Context: an optimization exercise on an open-source flow, tuned for small area, a short achievable clock period and few clock cycles. The choices shown serve that exercise and are no tape-out recipe. In this exercise RTL edits were held to simulation tests only and were not proved equivalent to the original. Power is estimated from default activity; no workload was simulated.

Setup of the reference run:
==> flow/design.v (excerpt) <==
module svm_core (
    input  wire        clk,
    input  wire        rst,
    input  wire [1:0]  cfg_policy,    
    input  wire [31:0] cfg_quantum,   
    input  wire        cmd_valid,
    output wire        cmd_ready,
    input  wire [3:0]  cmd_op,
    input  wire [31:0] cmd_a,
    input  wire [31:0] cmd_b,
    input  wire [31:0] cmd_c,
    output reg         rsp_valid,
    output reg         rsp_err,
    output reg         rsp_trace,
    output reg  [31:0] rsp_data,
    output wire [1:0]  phase,
    output wire [7:0]  halt_reason
);
clock: 12.0 ns
lec_check: 0
cap_margin: 20
core_margin: 2
core_utilization: 55
cts_buf_list: sky130_fd_sc_hd__clkbuf_16
cts_cluster_diameter: 60
cts_cluster_size: 20
place_density: 0.65
setup_slack_margin: 5
slew_margin: 20
synth_memory_max_bits: 4096
run.sh (not shown) runs the stock make flow with config.mk's settings and CLKGATE_MAP_FILE= SYNTH_SCRIPT=/design/flow/synth_recipe.tcl, a recipe that flattens the netlist after the stock synthesis.
The final layout from the reference run, which completed every stage, passed the timing, design-rule and antenna checks at the end of the flow.
Testbench counts of the reference run, summed over its fixed seeds: cycles 46,897.
Changes in the trial run relative to the reference run:
==> flow/flow/run.sh (new file) <==
#!/bin/bash
# The standard layout (standard.sh: unchanged synthesis and ORFS steps),
# with setup repair asked to aim 6 ns below the 12 ns clock (SETUP_SLACK_MARGIN,
# default 0) so the flow keeps improving timing past the clock period.
set -e
export SETUP_SLACK_MARGIN=6
bash standard.sh > standard.log 2>&1
==> flow/standard.sh (new file) <==
#!/bin/bash
# synth_recipe.tcl (not shown) runs the flow's synth.tcl, then flattens the netlist and writes it again
# the make line also repeats each setting of config.mk as NAME=value (left out here)
make -C /OpenROAD-flow-scripts/flow DESIGN_CONFIG=/design/flow/config.mk WORK_HOME=/design/flow/orfs CLKGATE_MAP_FILE= SYNTH_SCRIPT=/design/flow/synth_recipe.tcl "${@:-finish}"
--- a/flow/config.mk
+++ b/flow/config.mk
@@ -14,3 +14,2 @@
 export PLACE_DENSITY = 0.65
-export SETUP_SLACK_MARGIN = 5
 export SLEW_MARGIN = 20
removed: flow/run.sh
==> comparison <==
- Taking the reference run as the reference point, the peak fanout along the critical path of the trial run falls by 6.
- Compared with the reference run, the trial run shows a routed length on met1 that is 1900 um lower.
- Between the trial run and the reference run, it is the trial run whose number of filler instances in the final layout is lower, by about 2.7%.
- Comparing the reference run against the trial run, there is no change at all in number of nets still failing antenna checks after routing.
- On global-route met1 utilization: the trial run sits below the reference run.
- Comparing the reference run and the trial run, the lower cell count is on the reference run.

* * *

lane 4:
Another version of the RTL of svm_core (not shown whole).
Size: roughly 10000 cells after synthesis, ~3400 flip-flops, about 180 I/O pins, roughly 150000 sq um of cells after synthesis.
==> flow/config.mk <==
export PLATFORM = sky130hd
export DESIGN_NAME = svm_core
export DESIGN_NICKNAME = svm_core
export VERILOG_FILES = /design/flow/design.v
export SDC_FILE = /design/flow/constraint.sdc
export NUM_CORES = 8
export LEC_CHECK = 0
export CAP_MARGIN = 20
export CORE_MARGIN = 2
export CORE_UTILIZATION = 55
export CTS_BUF_LIST = sky130_fd_sc_hd__clkbuf_16
export CTS_CLUSTER_DIAMETER = 60
export CTS_CLUSTER_SIZE = 20
export PLACE_DENSITY = 0.65
export SLEW_MARGIN = 20
export SYNTH_MEMORY_MAX_BITS = 4096
==> flow/constraint.sdc <==
create_clock -name core_clock -period 12.0 [get_ports {clk}]
set_input_delay 2.4000 -clock core_clock [delete_from_list [all_inputs] [get_ports {clk}]]
set_output_delay 2.4000 -clock core_clock [all_outputs]
set_load 0.01 [all_outputs]
standard.sh (not shown) runs the stock make flow with config.mk's settings and CLKGATE_MAP_FILE= SYNTH_SCRIPT=/design/flow/synth_recipe.tcl, a recipe that flattens the netlist after the stock synthesis.
==> flow/flow/run.sh <==
#!/bin/bash
# The standard layout (standard.sh: unchanged synthesis and ORFS steps),
# with setup repair asked to aim 6 ns below the 12 ns clock (SETUP_SLACK_MARGIN,
# default 0) so the flow keeps improving timing past the clock period.
set -e
export SETUP_SLACK_MARGIN=6
bash standard.sh > standard.log 2>&1
Testbench counts of lane 4, summed over its fixed seeds: cycles 46,904.
Here is what was changed in the inputs of lane 2 compared with lane 4.
Settings: changing PLACE_DENSITY from 0.65 to 0.7; changing CORE_UTILIZATION from 55 to 60.
-- flow/flow/run.sh --
<<< lane 4, line 4
# default 0) so the flow keeps improving timing past the clock period.
>>> lane 2, line 4
# default 0) so the flow keeps improving timing past the clock period, and
# plain buf_2 cells as the port buffers (buffer_ports otherwise picks a delay cell).
<<< lane 4, line 7
>>> lane 2, line 8
export BUFFER_PORTS_ARGS="-buffer_cell sky130_fd_sc_hd__buf_2"
Row power share of the sequential group: lane 2 higher / lane 4 lower. In lane 2, wire length of the first global-routing pass is lower than in lane 4. Re share of synthesized area occupied by flip-flops and latches: no difference whatsoever between lane 2 and lane 4. For fmax, lane 4 and lane 2 come out practically identical. Higher met3 wire length goes to lane 2 over lane 4. Comparing lane 2 with lane 4, the combinational cell fraction of total power came out essentially unchanged. Of lane 2 and lane 4, it is lane 2 that has the lower worst setup slack. Looking at proportion of layout cells with a drive suffix above 1, lane 2 sits 0.91 points higher than lane 4 does.

[separate check: timing with driven ports]
How much do the figures lean on ideal ports? The routed layouts below were timed once more, with nothing changed but the port constraints.
Step 1, drivers: a clkbuf_16 drives clk and a buf_2 each remaining input, both assumed.
Step 2 also shifts input and output timing later by t, the mid clock arrival at the registers, as if the neighbouring blocks saw the same clock.
Three values: ideal, step 1, step 2; two values: the first two.
run	t (ns)	setup WS [ns]	clock arrival spread, ns	worst register clock-pin slew, ns	worst data-port slew with drivers (ns)
the reference run	1.058	4.907 / 4.952 / 3.894	0.112 / 0.112	0.09 / 0.09	0.14
the trial run	1.069	5.788 / 5.788 / 4.864	0.099 / 0.099	0.09 / 0.09	0.11
lane 4	1.058	5.778 / 5.832 / 4.774	0.103 / 0.102	0.09 / 0.09	0.10
lane 2	1.005	5.765 / 5.815 / 4.810	0.084 / 0.084	0.09 / 0.09	0.11
After both steps every run listed still meets setup and hold. The setup slack of the reference run, which loses most, moves by +0.045 ns with the drivers and by -1.013 ns with both steps.
